This design comes from an exercise in tuning for small area, a short achievable clock period and few clock cycles on the open sky130 flow, not from production work.
Only simulation tests tie the RTL to the original design; equivalence was not proved.
Power is estimated from default activity; no workload was simulated.

## the previous run
Design bpce, start of the top module:
module bpce (
    input  wire        clk,
    input  wire        rst,
    input  wire        cmd_valid,
    output wire        cmd_ready,
    input  wire [31:0] cmd_data,
    output wire        rsp_valid,
    input  wire        rsp_ready,
    output wire [31:0] rsp_data,
    output wire        mem_en,
    output wire        mem_we,
    output wire [11:0] mem_addr,
    output wire [31:0] mem_wdata,
    input  wire [31:0] mem_rdata
);
For scale: roughly 780 flip-flops, ~150 I/O pins, ~55000 um^2 of cells after synthesis.
clock: 25.0 ns
lec_check: 0
cap_margin: 30
core_margin: 2
core_utilization: 55
cts_cluster_diameter: 100
cts_cluster_size: 20
place_density: 0.7
slew_margin: 45
standard.sh (not shown) runs the stock make flow with config.mk's settings and CLKGATE_MAP_FILE= SYNTH_SCRIPT=/design/flow/synth_recipe.tcl, a recipe that flattens the netlist after the stock synthesis.
==> flow/flow/run.sh <==
#!/bin/bash
# Layout flow: the standard flow (standard.sh, all steps), except that the
# input and output port buffers are sky130_fd_sc_hd__buf_2 cells instead of the
# default delay buffers.  Every port still gets its own buffer.
# The full output of the flow goes to standard.log in this folder.
set -o pipefail
export BUFFER_PORTS_ARGS="-buffer_cell sky130_fd_sc_hd__buf_2"
bash standard.sh > standard.log 2>&1
Testbench counts of the previous run, summed over its fixed seeds: cycles 54,709.
Input-level comparison between the current run and the previous run:
--- a/flow/design.v
+++ b/flow/design.v
@@ -642,28 +642,41 @@
                 mem_en_r   <= 1'b1;
                 mem_we_r   <= 1'b0;
                 mem_addr_r <= s_addr;
                 rd_addr    <= s_addr;
                 d1         <= 1'b0;
             end
             if (st == S_W1)
                 qcnt <= 3'd0;
             bo  <= bo_nx;
             ew  <= ew_nx;
             begin : nxt
-                reg [5:0] bo_st;
-                bo_st = e_skip ? (bo - 6'd32) :
-                        (e_fire && !emode) ? (bo_adv[6] ? 6'd32 : {1'b0, bo_adv[4:0]}) : bo;
-                nd2  <= ({1'b0, bo_st} + {1'b0, ew}) > 7'd32;
-                np_r <= is_v2 ? (({1'b0, bo_st} + {1'b0, ew} + {1'b0, ew}) > 7'd32)
-                              : (({1'b0, bo_st} + {1'b0, ew}) > 7'd31);
+                reg [7:0] s0, t0, u0;
+                s0 = {2'd0, bo} + {2'd0, ew};
+                t0 = s0 + {2'd0, ew};
+                u0 = t0 + {2'd0, ew};
+                if (e_skip) begin
+                    nd2  <= s0 > 8'd64;
+                    np_r <= s0 > 8'd63;
+                end else if (e_fire && !emode) begin
+                    if (is_v2) begin
+                        nd2  <= 1'b0;
+                        np_r <= (t0 > 8'd32) ? ({ew, 1'b0} > 7'd32) : (u0 > 8'd32);
+                    end else begin
+                        nd2  <= s0[7:5] != 3'd0 ? (t0 > 8'd64) : (t0 > 8'd32);
+                        np_r <= s0[7:5] != 3'd0 ? (t0 > 8'd63) : (t0 > 8'd31);
+                    end
+                end else begin
+                    nd2  <= s0 > 8'd32;
+                    np_r <= is_v2 ? (t0 > 8'd32) : (s0 > 8'd31);
+                end
             end
             begin : rq
                 reg pop;
                 pop = rsp_fire;
                 if (pop && rl0) begin
                     cmd_ready_r <= 1'b1;
                     st_nx       = S_IDLE;
                 end
                 if (pop) begin
                     if (rfull) begin
                         rq0 <= rq1;
@@ -688,24 +701,29 @@
                     end else begin
                         rq0         <= p_word;
                         rl0         <= p_last;
                         rsp_valid_r <= 1'b1;
                     end
                 end
             end
         end
         if (st == S_W1 && cmd_fire)
             cmd_ready_r <= (op_r == 3'd2) && (cmd_data != 32'd0);
         st      <= st_nx;
-        in_pack <= (st_nx == S_PACK);
-        in_elem <= (st_nx == S_ELEM);
+        in_elem <= (in_elem && !(e_out && e_last)) || (st == S_GADDR) ||
+                   ((st == S_DEC) && d_legal && !d_none &&
+                    (((op_r == 3'd3) && (n_r != 11'd0)) ||
+                     ((op_r == 3'd4) && !d_oob && (gdir || d_gfast))));
+        in_pack <= (in_pack && !pk_done) ||
+                   ((st == S_LDEC) && !is_v3 && !((is_v2 && kg > 6'd16) || (!is_v2 && kg == 6'd32))) ||
+                   ((st == S_SRCH) && !sA_want && !vA && !vB && !vC);
         if (rst) begin
             st          <= S_IDLE;
             in_pack     <= 1'b0;
             in_elem     <= 1'b0;
             cmd_ready_r <= 1'b1;
             rsp_valid_r <= 1'b0;
             rfull       <= 1'b0;
             mem_en_r    <= 1'b0;
             mem_we_r    <= 1'b0;
             kind        <= K_NONE;
             ldv2        <= 1'b0;
### Flow results
The part of the cycle the worst path needs number comes out lower for the previous run vs the current run. Relative to the previous run, the post-synthesis net count of the current run is higher by 0.46%. Re critical path depth: no difference whatsoever between the previous run and the current run. The current run vs. the previous run: clock buffer count in the final layout went down by about 1.3%. In the route summary, the current run ends up with a via count exceeding that of the previous run. Compared with the previous run, the current run shows post-route worst hold slack higher by 44 ps. Leakage power of the design: the current run higher than the previous run.
Testbench counts of the current run, summed over its fixed seeds: cycles 54,709.

-- afterwards: timing with drivers on the ports --
The flow's constraints put no driver on any port. The routed layouts listed below were extracted and timed again, unchanged, in two steps.
Step 1 assumes that a clkbuf_16 drives the clock port and a buf_2 every other input.
Step 2, shift: input delay + t, output delay - t, t = (earliest + latest rising clock arrival at the registers) / 2. This alone moves slack from input paths to output paths.
a / b / c = ideal / step 1 / step 2; a / b = the first two.
| run | t (ns) | setup slack, ns | hold slack, ns | latest minus earliest clock arrival (ns) |
|---|---|---|---|---|
| the previous run | 0.786 | 18.058 / 18.036 / 17.250 | 0.429 / 0.429 / 0.429 | 0.051 / 0.050 |
| the current run | 0.778 | 17.859 / 17.866 / 17.087 | 0.473 / 0.473 / 0.473 | 0.072 / 0.071 |
After both steps every run listed still meets setup and hold. The setup slack of the previous run, which loses most, moves by -0.022 ns with the drivers and by -0.808 ns with both steps.
